This design comes from an exercise in tuning for small area on the open sky130 flow, not from production work. In this exercise RTL edits were held to simulation tests only and were not proved equivalent to the original. Power figures rest on the tool's default switching activity, not on a simulated workload.

`flow/design.v`:
```
module qd_timer #(
    parameter W = 8
) (
    input  wire         clk,
    input  wire         clear,        
    input  wire         cfg_en,
    input  wire [W:0]   cfg_count,    
    input  wire [10:0]  cfg_presc,
    input  wire         reg_en,
    input  wire [1:0]   reg_slot,
    input  wire [7:0]   reg_hid,
    input  wire         rst_cnt,
    input  wire         tick,
    output wire [1:0]   nslots,
    output reg          fire,         
    output reg  [1:0]   fire_slot,
    output reg  [7:0]   fire_hid
);
    localparam [1:0] M_OFF = 2'd0, M_NORMAL = 2'd1, M_CTC = 2'd2;
    localparam [W:0] FULL = {1'b1, {W{1'b0}}};               
    localparam [W+1:0] TWO_THIRDS_FULL = ({2'b10, {W{1'b0}}}) / 3;
    reg  [1:0]  mode;
    reg  [10:0] presc;
    reg  [W:0]  top;
    reg  [W-1:0] tcnt;
    reg  [W-1:0] ocra;
    reg  [W-1:0] ocrb;
    reg  [2:0]  ie;
    reg  [7:0]  hid0, hid1, hid2;
    assign nslots = (mode == M_NORMAL) ? 2'd3 : (mode == M_CTC) ? 2'd2 : 2'd0;
    wire [W:0] nxt = {1'b0, tcnt} + 1'b1;
    reg  [W-1:0] tcnt_tick;
    reg  [2:0]   matched;
    always @* begin
        matched   = 3'b000;
        tcnt_tick = nxt[W-1:0];
        if (mode == M_CTC) begin
            if (nxt == {1'b0, ocra}) begin
                tcnt_tick  = {W{1'b0}};
                matched[0] = 1'b1;
            end else if (nxt == FULL) begin
                tcnt_tick = {W{1'b0}};
            end
            if (nxt == {1'b0, ocrb}) matched[1] = 1'b1;
        end else begin
            if (nxt == FULL) begin
                tcnt_tick  = {W{1'b0}};
                matched[0] = 1'b1;
            end
            if (nxt == {1'b0, ocra}) matched[1] = 1'b1;
            if (nxt == {1'b0, ocrb}) matched[2] = 1'b1;
        end
    end
    wire [2:0] en_match = matched & ie;
    always @* begin
        fire      = 1'b0;
        fire_slot = 2'd0;
        fire_hid  = 8'd0;
        if (tick && mode != M_OFF) begin
            if (en_match[0]) begin
                fire = 1'b1; fire_slot = 2'd0; fire_hid = hid0;
            end else if (en_match[1]) begin
                fire = 1'b1; fire_slot = 2'd1; fire_hid = hid1;
            end else if (en_match[2]) begin
                fire = 1'b1; fire_slot = 2'd2; fire_hid = hid2;
            end
        end
    end
    wire cfg_normal = (cfg_count == FULL);
    always @(posedge clk) begin
        if (clear) begin
            mode  <= M_OFF;
            presc <= 11'd0;
            top   <= {(W+1){1'b0}};
            tcnt  <= {W{1'b0}};
            ocra  <= {W{1'b0}};
            ocrb  <= {W{1'b0}};
            ie    <= 3'b000;
            hid0  <= 8'd0;
            hid1  <= 8'd0;
            hid2  <= 8'd0;
        end else if (cfg_en) begin
            presc <= cfg_presc;
            top   <= cfg_count;
            tcnt  <= {W{1'b0}};
            if (cfg_normal) begin
                mode <= M_NORMAL;
                ocra <= TWO_THIRDS_FULL[W-1:0];
                ocrb <= TWO_THIRDS_FULL[W:1];
            end else begin
                mode  <= M_CTC;
                ocra  <= cfg_count[W-1:0];
                ocrb  <= cfg_count[W:1];
                ie[2] <= 1'b0;
                hid2  <= 8'd0;
            end
        end else if (reg_en) begin
            case (reg_slot)
                2'd0: begin ie[0] <= 1'b1; hid0 <= reg_hid; end
                2'd1: begin ie[1] <= 1'b1; hid1 <= reg_hid; end
                default: begin ie[2] <= 1'b1; hid2 <= reg_hid; end
            endcase
        end else if (rst_cnt) begin
            tcnt <= {W{1'b0}};
        end else if (tick && mode != M_OFF) begin
            tcnt <= tcnt_tick;
        end
    end
endmodule
module qd_pwm_step #(
    parameter integer PERIOD_US = 20000,
    parameter integer TICK_US   = 100
) (
    input  wire [31:0] rise_in,
    input  wire [31:0] fall_in,
    input  wire        out_in,
    input  wire [15:0] pulse_width,
    output reg  [31:0] rise_out,
    output reg  [31:0] fall_out,
    output reg         out_out
);
    always @* begin
        rise_out = rise_in - TICK_US;
        fall_out = fall_in - TICK_US;
        out_out  = out_in;
        if ($signed(rise_out) <= 0) begin
            out_out  = 1'b1;
            rise_out = PERIOD_US;
            fall_out = {16'd0, pulse_width};
        end
        if ($signed(fall_out) <= 0)
            out_out = 1'b0;
    end
endmodule
module qd_presc_search #(
    parameter integer TICKS_PER_US = 16,
    parameter integer PL0 = 0,     
    parameter integer PL1 = 3,
    parameter integer PL2 = 6,
    parameter integer PL3 = 8,
    parameter integer PL4 = 10
) (
    input  wire [31:0] period_us,
    input  wire        wide,         
    output reg         found,
    output reg  [16:0] best_c,       
    output reg  [10:0] best_p,
    output reg  [26:0] best_ticks    
);
    wire [35:0] target = period_us * TICKS_PER_US;
    wire [35:0] limit  = wide ? 36'd65536 : 36'd256;
    reg [35:0] f, c;
    reg [10:0] r, e, p, best_e;
    wire [24:0] pl_all = {PL4[4:0], PL3[4:0], PL2[4:0], PL1[4:0], PL0[4:0]};
    reg [4:0]  pl;
    integer i;
    always @* begin
        found      = 1'b0;
        best_c     = 17'd0;
        best_p     = 11'd0;
        best_e     = 11'd0;
        best_ticks = 27'd0;
        for (i = 0; i < 5; i = i + 1) begin
            pl = pl_all[5*i +: 5];
            p  = 11'd1 << pl;
            f  = target >> pl;
            r  = target[10:0] & (p - 11'd1);
            c  = f + 36'd1;
            e  = p - r;
            if (f >= 36'd1 && f <= limit && (!found || r < best_e)) begin
                found      = 1'b1;
                best_c     = f[16:0];
                best_p     = p;
                best_e     = r;
                best_ticks = {10'd0, f[16:0]} << pl;
            end
            if (r != 11'd0) begin
                if (c <= limit && (!found || e < best_e)) begin
                    found      = 1'b1;
                    best_c     = c[16:0];
                    best_p     = p;
                    best_e     = e;
                    best_ticks = {10'd0, c[16:0]} << pl;
                end
            end
        end
    end
endmodule
module qdfsm_core (
    input  wire        clk,
    input  wire        rst,           
    input  wire        in_valid,
    input  wire [31:0] in_word,
    output reg         rsp_valid,
    output reg  [1:0]  rsp_status,
    output reg  [31:0] rsp_value,
    output reg  [1:0]  cb_valid,
    output reg  [3:0]  cb0_src,
    output reg  [7:0]  cb0_hid,
    output reg  [3:0]  cb1_src,
    output reg  [7:0]  cb1_hid,
    output reg         pwm_out
);
    localparam [1:0] ST_OK = 2'd0, ST_NO_SOLUTION = 2'd1, ST_FAIL = 2'd2, ST_ILLEGAL = 2'd3;
    localparam [7:0] OP_QD_SAMPLE    = 8'h01,
                     OP_QD_GETDIR    = 8'h02,
                     OP_TMR_CONFIG   = 8'h10,
                     OP_TMR_REGISR   = 8'h11,
                     OP_TMR_RESET    = 8'h12,
                     OP_TMR_REGPER   = 8'h13,
                     OP_TMR_RESETPER = 8'h14,
                     OP_SRV_CENTER   = 8'h20,
                     OP_SRV_CW       = 8'h21,
                     OP_SRV_CCW      = 8'h22,
                     OP_EV_QDEDGE    = 8'h80,
                     OP_EV_TMRTICK   = 8'h81,
                     OP_EV_USTICK    = 8'h82,
                     OP_EV_PORST     = 8'h8E,
                     OP_EV_SOFTRST   = 8'h8F;
    localparam [15:0] SERVO_CENTER_US = 16'd1500;
    localparam [15:0] SERVO_CW_US     = 16'd2500;
    localparam [15:0] SERVO_CCW_US    = 16'd500;
    localparam [15:0] PULSE_RESET     = SERVO_CW_US;    
    localparam [2:0] Q_UNKNOWN = 3'b100;
    localparam [1:0] D_STATIONARY = 2'b00, D_CW = 2'b01, D_CCW = 2'b10;
    reg        have_w0;         
    reg [31:0] w0_q;
    reg [1:0]  qd_pins;
    reg [2:0]  qd_state;
    reg [2:0]  qd_last;
    reg [1:0]  qd_dir;
    reg        tk_attached [0:1];
    reg [31:0] tk_period   [0:1];
    reg [7:0]  tk_handler  [0:1];
    reg [31:0] tk_elapsed  [0:1];
    reg [31:0] pwm_next_rise;
    reg [31:0] pwm_next_fall;
    reg [15:0] pulse_width;
    wire [7:0]  opc      = in_word[31:24];
    wire [7:0]  tid      = in_word[23:16];
    wire        tid_ok   = (tid < 8'd2);
    wire        t        = in_word[16];
    wire rsv_n   = (in_word[23:0] == 24'd0);    
    wire rsv_t   = (in_word[15:0] == 16'd0);    
    wire rsv_tsh = (in_word[11:8] == 4'd0);     
    wire rsv_qe  = (in_word[23:2] == 22'd0);    
    wire two_word_opc = (opc == OP_TMR_CONFIG) || (opc == OP_TMR_REGPER);
    wire take_w0   = in_valid && !have_w0 && two_word_opc;
    wire one_word  = in_valid && !have_w0 && !two_word_opc;
    wire second    = in_valid && have_w0;
    wire [7:0] w0_opc  = w0_q[31:24];
    wire [7:0] w0_tid  = w0_q[23:16];
    wire       w0_t    = w0_q[16];
    wire       w0_tok  = (w0_tid < 8'd2);
    wire [31:0] w1     = in_word;
    wire cfg_cmd    = second && (w0_opc == OP_TMR_CONFIG);
    wire regper_cmd = second && (w0_opc == OP_TMR_REGPER);
    wire cfg_rsv_ok    = (w0_q[15:0] == 16'd0);
    wire regper_rsv_ok = (w0_q[15:8] == 8'd0);
    wire is_sample   = one_word && opc == OP_QD_SAMPLE    && rsv_n;
    wire is_getdir   = one_word && opc == OP_QD_GETDIR    && rsv_n;
    wire is_regisr   = one_word && opc == OP_TMR_REGISR   && rsv_tsh;
    wire is_treset   = one_word && opc == OP_TMR_RESET    && rsv_t;
    wire is_resetper = one_word && opc == OP_TMR_RESETPER && rsv_t;
    wire is_center   = one_word && opc == OP_SRV_CENTER   && rsv_n;
    wire is_cw       = one_word && opc == OP_SRV_CW       && rsv_n;
    wire is_ccw      = one_word && opc == OP_SRV_CCW      && rsv_n;
    wire is_qdedge   = one_word && opc == OP_EV_QDEDGE    && rsv_qe;
    wire is_tmrtick  = one_word && opc == OP_EV_TMRTICK   && rsv_t;
    wire is_ustick   = one_word && opc == OP_EV_USTICK    && rsv_n;
    wire is_softrst  = one_word && (opc == OP_EV_PORST || opc == OP_EV_SOFTRST) && rsv_n;
    wire is_host     = one_word && !opc[7];
    wire host_legal  = is_sample || is_getdir || is_regisr || is_treset || is_resetper ||
                       is_center || is_cw || is_ccw;
    wire clear = rst || is_softrst;
    wire        srch_found;
    wire [16:0] srch_c;
    wire [10:0] srch_p;
    wire [26:0] srch_ticks;
    qd_presc_search u_search (
        .period_us  (w1),
        .wide       (w0_t),
        .found      (srch_found),
        .best_c     (srch_c),
        .best_p     (srch_p),
        .best_ticks (srch_ticks)
    );
    wire cfg_ok = cfg_cmd && cfg_rsv_ok && w0_tok && (w1 != 32'd0) && srch_found;
    wire [1:0] nslots0, nslots1;
    wire [1:0] nslots_sel = t ? nslots1 : nslots0;
    wire [1:0] reg_slot   = in_word[13:12];
    wire regisr_ok = is_regisr && tid_ok && (in_word[15:12] < {2'b00, nslots_sel});
    wire       fire0, fire1;
    wire [1:0] fslot0, fslot1;
    wire [7:0] fhid0, fhid1;
    qd_timer #(.W(8)) u_tmr0 (
        .clk       (clk),
        .clear     (clear),
        .cfg_en    (cfg_ok && !w0_t),
        .cfg_count (srch_c[8:0]),
        .cfg_presc (srch_p),
        .reg_en    (regisr_ok && !t),
        .reg_slot  (reg_slot),
        .reg_hid   (in_word[7:0]),
        .rst_cnt   (is_treset && tid == 8'd0),
        .tick      (is_tmrtick && tid == 8'd0),
        .nslots    (nslots0),
        .fire      (fire0),
        .fire_slot (fslot0),
        .fire_hid  (fhid0)
    );
    qd_timer #(.W(16)) u_tmr1 (
        .clk       (clk),
        .clear     (clear),
        .cfg_en    (cfg_ok && w0_t),
        .cfg_count (srch_c),
        .cfg_presc (srch_p),
        .reg_en    (regisr_ok && t),
        .reg_slot  (reg_slot),
        .reg_hid   (in_word[7:0]),
        .rst_cnt   (is_treset && tid == 8'd1),
        .tick      (is_tmrtick && tid == 8'd1),
        .nslots    (nslots1),
        .fire      (fire1),
        .fire_slot (fslot1),
        .fire_hid  (fhid1)
    );
    wire [31:0] el_inc0 = tk_elapsed[0] + 32'd1;
    wire [31:0] el_inc1 = tk_elapsed[1] + 32'd1;
    wire tk_fire0 = is_ustick && tk_attached[0] && (el_inc0 >= tk_period[0]);
    wire tk_fire1 = is_ustick && tk_attached[1] && (el_inc1 >= tk_period[1]);
    wire tmr_fire = fire0 || fire1;
    wire [1:0] tmr_slot = fire0 ? fslot0 : fslot1;
    wire [7:0] tmr_hid  = fire0 ? fhid0 : fhid1;
    wire tmr_pwm  = tmr_fire && (tmr_hid == 8'd0);
    wire tmr_ext  = tmr_fire && (tmr_hid != 8'd0);
    wire tk0_pwm  = tk_fire0 && (tk_handler[0] == 8'd0);
    wire tk0_ext  = tk_fire0 && (tk_handler[0] != 8'd0);
    wire tk1_pwm  = tk_fire1 && (tk_handler[1] == 8'd0);
    wire tk1_ext  = tk_fire1 && (tk_handler[1] != 8'd0);
    wire [1:0] pwm_ticks = {1'b0, tmr_pwm} + {1'b0, tk0_pwm} + {1'b0, tk1_pwm};
    wire [31:0] rise_a, fall_a, rise_b, fall_b;
    wire        out_a, out_b;
    qd_pwm_step u_pwm_a (
        .rise_in     (pwm_next_rise),
        .fall_in     (pwm_next_fall),
        .out_in      (pwm_out),
        .pulse_width (pulse_width),
        .rise_out    (rise_a),
        .fall_out    (fall_a),
        .out_out     (out_a)
    );
    qd_pwm_step u_pwm_b (
        .rise_in     (rise_a),
        .fall_in     (fall_a),
        .out_in      (out_a),
        .pulse_width (pulse_width),
        .rise_out    (rise_b),
        .fall_out    (fall_b),
        .out_out     (out_b)
    );
    reg [1:0] cb_valid_n;
    reg [3:0] cb0_src_n, cb1_src_n;
    reg [7:0] cb0_hid_n, cb1_hid_n;
    always @* begin
        cb_valid_n = 2'b00;
        cb0_src_n  = 4'd0;
        cb0_hid_n  = 8'd0;
        cb1_src_n  = 4'd0;
        cb1_hid_n  = 8'd0;
        if (tmr_ext) begin
            cb_valid_n = 2'b01;
            cb0_src_n  = {1'b0, fire1, tmr_slot};
            cb0_hid_n  = tmr_hid;
        end else if (tk0_ext) begin
            cb_valid_n = 2'b01;
            cb0_src_n  = 4'b1000;
            cb0_hid_n  = tk_handler[0];
            if (tk1_ext) begin
                cb_valid_n = 2'b11;
                cb1_src_n  = 4'b1100;
                cb1_hid_n  = tk_handler[1];
            end
        end else if (tk1_ext) begin
            cb_valid_n = 2'b01;
            cb0_src_n  = 4'b1100;
            cb0_hid_n  = tk_handler[1];
        end
    end
    reg        rsp_valid_n;
    reg [1:0]  rsp_status_n;
    reg [31:0] rsp_value_n;
    always @* begin
        rsp_valid_n  = 1'b0;
        rsp_status_n = ST_OK;
        rsp_value_n  = 32'd0;
        if (second) begin
            rsp_valid_n = 1'b1;
            if (w0_opc == OP_TMR_CONFIG) begin
                if (!cfg_rsv_ok)
                    rsp_status_n = ST_ILLEGAL;
                else if (cfg_ok)
                    rsp_value_n = {5'd0, srch_ticks};
                else
                    rsp_status_n = ST_NO_SOLUTION;
            end else begin
                if (!regper_rsv_ok)
                    rsp_status_n = ST_ILLEGAL;
                else if (w0_tok && w1 != 32'd0)
                    rsp_value_n = 32'd1;
                else
                    rsp_status_n = ST_FAIL;
            end
        end else if (is_host) begin
            rsp_valid_n = 1'b1;
            if (!host_legal)
                rsp_status_n = ST_ILLEGAL;
            else if (is_sample)
                rsp_value_n = {30'd0, qd_pins};
            else if (is_getdir)
                rsp_value_n = {30'd0, qd_dir};
            else if (is_regisr) begin
                if (regisr_ok) rsp_value_n = 32'd1;
                else           rsp_status_n = ST_FAIL;
            end else if (is_treset || is_resetper) begin
                if (!tid_ok) rsp_status_n = ST_FAIL;
            end
        end
    end
    wire [2:0] qd_new = {1'b0, in_word[1:0]};
    wire qd_cw  = (qd_last == 3'b011) && (qd_state == 3'b010) && (qd_new == 3'b000);
    wire qd_ccw = (qd_last == 3'b011) && (qd_state == 3'b001) && (qd_new == 3'b000);
    integer k;
    always @(posedge clk) begin
        if (rst) begin
            have_w0    <= 1'b0;
            w0_q       <= 32'd0;
            qd_pins    <= 2'b00;
            rsp_valid  <= 1'b0;
            rsp_status <= ST_OK;
            rsp_value  <= 32'd0;
            cb_valid   <= 2'b00;
            cb0_src    <= 4'd0;
            cb0_hid    <= 8'd0;
            cb1_src    <= 4'd0;
            cb1_hid    <= 8'd0;
        end else begin
            if (take_w0) begin
                have_w0 <= 1'b1;
                w0_q    <= in_word;
            end else if (second) begin
                have_w0 <= 1'b0;
            end
            if (is_qdedge)
                qd_pins <= in_word[1:0];
            rsp_valid  <= rsp_valid_n;
            rsp_status <= rsp_status_n;
            rsp_value  <= rsp_value_n;
            cb_valid   <= cb_valid_n;
            cb0_src    <= cb0_src_n;
            cb0_hid    <= cb0_hid_n;
            cb1_src    <= cb1_src_n;
            cb1_hid    <= cb1_hid_n;
        end
        if (clear) begin
            qd_state      <= Q_UNKNOWN;
            qd_last       <= Q_UNKNOWN;
            qd_dir        <= D_STATIONARY;
            for (k = 0; k < 2; k = k + 1) begin
                tk_attached[k] <= 1'b0;
                tk_period[k]   <= 32'd0;
                tk_handler[k]  <= 8'd0;
                tk_elapsed[k]  <= 32'd0;
            end
            pwm_next_rise <= 32'd0;
            pwm_next_fall <= 32'd0;
            pwm_out       <= 1'b0;
            pulse_width   <= PULSE_RESET;
        end else begin
            if (is_qdedge) begin
                if (qd_cw)       qd_dir <= D_CW;
                else if (qd_ccw) qd_dir <= D_CCW;
                qd_last  <= qd_state;
                qd_state <= qd_new;
            end else if (is_getdir) begin
                qd_dir <= D_STATIONARY;
            end
            if (regper_cmd && regper_rsv_ok && w0_tok && w1 != 32'd0) begin
                tk_attached[w0_t] <= 1'b1;
                tk_period[w0_t]   <= w1;
                tk_handler[w0_t]  <= w0_q[7:0];
                tk_elapsed[w0_t]  <= 32'd0;
            end
            if (is_resetper && tid_ok && tk_attached[t])
                tk_elapsed[t] <= 32'd0;
            if (is_ustick) begin
                if (tk_attached[0]) tk_elapsed[0] <= tk_fire0 ? 32'd0 : el_inc0;
                if (tk_attached[1]) tk_elapsed[1] <= tk_fire1 ? 32'd0 : el_inc1;
            end
            if (is_center) pulse_width <= SERVO_CENTER_US;
            if (is_cw)     pulse_width <= SERVO_CW_US;
            if (is_ccw)    pulse_width <= SERVO_CCW_US;
            if (pwm_ticks == 2'd1) begin
                pwm_next_rise <= rise_a;
                pwm_next_fall <= fall_a;
                pwm_out       <= out_a;
            end else if (pwm_ticks == 2'd2) begin
                pwm_next_rise <= rise_b;
                pwm_next_fall <= fall_b;
                pwm_out       <= out_b;
            end
        end
    end
endmodule
```
`flow/run.sh`:
```
#!/bin/bash
# synth_recipe.tcl (not shown) runs the flow's synth.tcl, then flattens the netlist and writes it again
# the make line also repeats each setting of config.mk as NAME=value (left out here)
make -C /OpenROAD-flow-scripts/flow DESIGN_CONFIG=/design/flow/config.mk WORK_HOME=/design/flow/orfs CLKGATE_MAP_FILE= SYNTH_SCRIPT=/design/flow/synth_recipe.tcl finish
```
`flow/config.mk`:
```
export PLATFORM = sky130hd
export DESIGN_NAME = qdfsm_core
export DESIGN_NICKNAME = qdfsm_core
export VERILOG_FILES = /design/flow/design.v
export SDC_FILE = /design/flow/constraint.sdc
export NUM_CORES = 4
export LEC_CHECK = 0
export CAP_MARGIN = 20
export CORE_MARGIN = 2
export CORE_UTILIZATION = 40
export SLEW_MARGIN = 20
```
`flow/constraint.sdc`:
```
create_clock -name core_clock -period 14.0 [get_ports {clk}]
set_input_delay 2.8000 -clock core_clock [delete_from_list [all_inputs] [get_ports {clk}]]
set_output_delay 2.8000 -clock core_clock [all_outputs]
set_load 0.01 [all_outputs]
```
==> flow_summary.ini <==
[outcome]
status = no timing/DRC/antenna violations

[critical_path]
startpoint_type = primary input
critical_path_required_ps = 14550
crit_path_top_delay_cell = clkdlybuf4s50_1
slowest_delay_ps = 720
endpoint_kind = flip-flop
path_class = primary input to flip-flop
worstPathMaxFanout = 20
reg2reg_slack_ps = 2680
critPathMostFrequentCell = ha_1
r2r-start = w0_q[16]$_SDFFE_PP0P_
reg2reg_depth = 50
critPathBufInv = 6
cpLargestDelayFamily = compound AO/OA/AOI/OAI gates
reg2reg_to = u_tmr1.hid2[1]$_SDFFE_PP0P_
cp.arrival_ps = 13680

[clock_network]
tritoncts = yes
cts_sinks = 416
path_clk_slew_ps = 60
clock_latency_ps = 640
clock_path_buffers = 3
h-tree-depth = 2
cts_root_buf = clkbuf_16
cts_buffers = 49

[routing]
drt-initial-drc-count = 3399
vias = 30188
wirelength_mm = 114
wl_per_cell_um = 23.1
drc = 0
vias_per_cell = 6.12
postRouteAntennaNets = 0
drt_first_pass_iters = 6

[grt]
grt_pass1_vias = 28220
grt_overflow = 0
antenna_found_initial = 2
grtUsageTotal_pct = 28.6
grt_max_degree = 56
grt_pass1_wl_mm = 174

[floorplan]
boundaryPins = 97
fp.dieH_um = 278
die_w_um = 278
die-area_sq_um = 77400
core_sq_um = 74400
start_util_pct = 40.4
rows = 100

[worst_hold_path]
whs_endpoint = u_tmr0.hid0[0]$_SDFFE_PP0P_
holdPathStages = 2
hold_start = u_tmr0.hid0[0]$_SDFFE_PP0P_
hold_class = flip-flop to flip-flop

[place]
pre_cts_ws_ps = 380
gp_congestion = 1.03
dp_hpwl_mm = 82.1
port_buffers = 87

[power_and_ir_drop]
internal_power_w = 0.00209
sw_frac_of_total_pct = 25.2
leakage_nw = 12.8
power_frac_clock_pct = 48.6
power_frac_comb_pct = 7.3
pwr-share-seq_pct = 44.1
power.total_w = 0.00279
p_sw_w = 0.000703
ir_drop_mv = 0.0898
p_per_area_nw_per_um2 = 82.1

[synth]
synth_most_common_cell = nand2_1
synth.avg_cell_area_sq_um = 7.68
yosys_warnings = 5
yosysSeqAreaShare_pct = 30.3
syn_area_sq_um = 30100
synth_edf_count = 80
ys_ff_latch = 416
yosysTopAreaCellShare_pct = 22.4
netlist_top_cells_count = nand2_1 (404), nor2_1 (359), dfxtp_1 (336), a21oi_1 (272), clkbuf_1 (234)
synth.distinct_cells = 107
yosysTopAreaCell = dfxtp_1
synthCells = 3918
synthTopCellsByArea = dfxtp_1 (22%), edfxtp_1 (8.0%), ha_1 (5.2%), nand2_1 (5.0%), xnor2_1 (4.8%)
synth-main-ff-cell = dfxtp_1
async_flop_share_pct = 0

[finish]
finish.utilization_pct = 45.6
drive_gt1_share_pct = 8.31
syn2layout_area_growth_pct = 12.9
nets = 4082

[sta]
finalClockSkew_ps = 58.2
finalCritPeriodShare_pct = 93.8
fmaxAchievable_mhz = 76.2
tightest_slew_ps = 1150
final-hold-violation-count = 0
rsz0062_at_grt = no
setup_ws_ps = 869
relSlewSlack_pct = 22.9
final-setup-viol-count = 0
holdWs_ps = 450
fin_tns_setup_ps = 0
period_minus_slack_ps = 13130
final_max_slew_viol_count = 0

[job]
maxCapViolCount = 0
-- cells in the final DEF, fill, tap and decap left out, types with 88 or more instances in the layout --
| master | instances |
|---|---|
| nand2_1 | 404 |
| nor2_1 | 354 |
| dfxtp_1 | 336 |
| a21oi_1 | 269 |
| o21ai_0 | 205 |
| nor3_1 | 171 |
| inv_1 | 168 |
| xnor2_1 | 164 |
| buf_4 | 145 |
| nand3_1 | 140 |
| ha_1 | 124 |
| nand4_1 | 88 |
-- through the flow --
| stage | cells | instance area, sq um |
|---|---|---|
| final | 4929 | 34000 |
| after CTS | 4928 | 33900 |
| after global routing | 4928 | 34000 |
| after floorplan | 3927 | 30200 |
| after detailed placement | 4838 | 32200 |
| after global placement | 4838 | 32200 |
-- what timing repair did --
| item | in CTS | in global routing |
|---|---|---|
| hold buffers | 0 | 0 |
| endpoints found under the setup margin | 0 | 29 |
| setup buffers | 0 | 0 |
| resized for setup | 0 | 3 |
-- worst max path at each step --
stage	start	endpoint	slack [ps]	cells after the start
6_report	in_word[7]	u_tmr1.hid2[1]$_SDFFE_PP0P_	870	51
5_1_grt	in_word[7]	u_tmr1.hid2[0]$_SDFFE_PP0P_	40	51
4_1_cts	in_word[6]	u_tmr1.hid2[0]$_SDFFE_PP0P_	1000	48
3_5_place_dp	in_word[6]	u_tmr1.hid2[4]$_SDFFE_PP0P_	380	48
3_3_place_gp	in_word[6]	u_tmr1.mode[1]$_SDFFE_PP0P_	500	49
2_1_floorplan	in_word[20]	u_tmr1.mode[1]$_SDFFE_PP0P_	30	59
-- flip-flops by register name (all words and copies together), names as in the netlist, 16 cells and up --
signal	count
pwm_next_fall	32
u_tmr1.ocrb	16
w0_q	32
rsp_value	25
tk_handler	16
pwm_next_rise	32
u_tmr1.tcnt	16
tk_period	64
tk_elapsed	64
-- power groups by stage --
stage          clock network [W]  logic (W)  registers, W
2_1_floorplan                  0   0.000107       0.00126
3_3_place_gp                   0   0.000195       0.00126
3_5_place_dp                   0   0.000193       0.00126
4_1_cts                  0.00138   0.000194       0.00123
5_1_grt                  0.00143   0.000212       0.00123
6_report                 0.00136   0.000203       0.00123
-- final cells by class --
class | instances | area [sq um]
fillers | 7454 | 40500
multi-input cells | 3046 | 19300
flip-flops and latches | 416 | 9130
repair buffers | 232 | 1950
clock buffers | 69 | 1410
well taps | 969 | 1210
inverters | 175 | 657
clock inverters | 21 | 298
diodes | 1 | 2.50
-- kinds of logic after synthesis --
family | share of synthesized area (%)
other | 0.0250
multiplexers | 1.94
buffers and inverters | 6.18
flip-flops | 30.3
AND/OR/NAND/NOR | 27.1
adder cells (fa/ha/maj) | 5.33
XOR/XNOR | 7.50
AO/OA/AOI/OAI | 21.6
-- worst reg2reg max path: cells and delay by family (launching register included) --
family,cells,cell delay [ps]
buffers and inverters,6,1960
multiplexers,1,360
flip-flops,1,310
AND/OR/NAND/NOR,12,1790
adder cells (fa/ha/maj),6,1950
AO/OA/AOI/OAI,25,4880
-- layer usage --
metal	part of all wire [%]	vias to the layer above	GRT usage [%]
li1	-	14215	-
met1	44	14265	39.9
met2	42	1406	42.5
met3	9.1	302	5.62
met4	5.0	0	13.0
met5	0	-	0

-- afterwards: timing with drivers on the ports --
No port has a modelled driver above. Below, the same layout with a new extraction and two added sets of constraints. Step 1: set_driving_cell puts a clkbuf_16 on clk and a buf_2 on each other input, an assumption about the parent block. Step 2 adds t to the input delays and takes it off the output delays; t is the mean of the earliest and latest rising clock arrival at the registers after step 1. Input paths then give back, and output paths get back, about the clock's delay inside the block. Three values: ideal, step 1, step 2; two values: the first two.
shift t [ns]: 0.678
slack for setup (ns): 0.869 / 0.908 / 0.230
slew at the worst register clock pin (ns): 0.08 / 0.08
pins driven straight from the clock port: 1
After both steps this run still meets setup and hold. For this run, drivers alone change the setup slack by +0.039 ns; drivers and shift together by -0.639 ns.
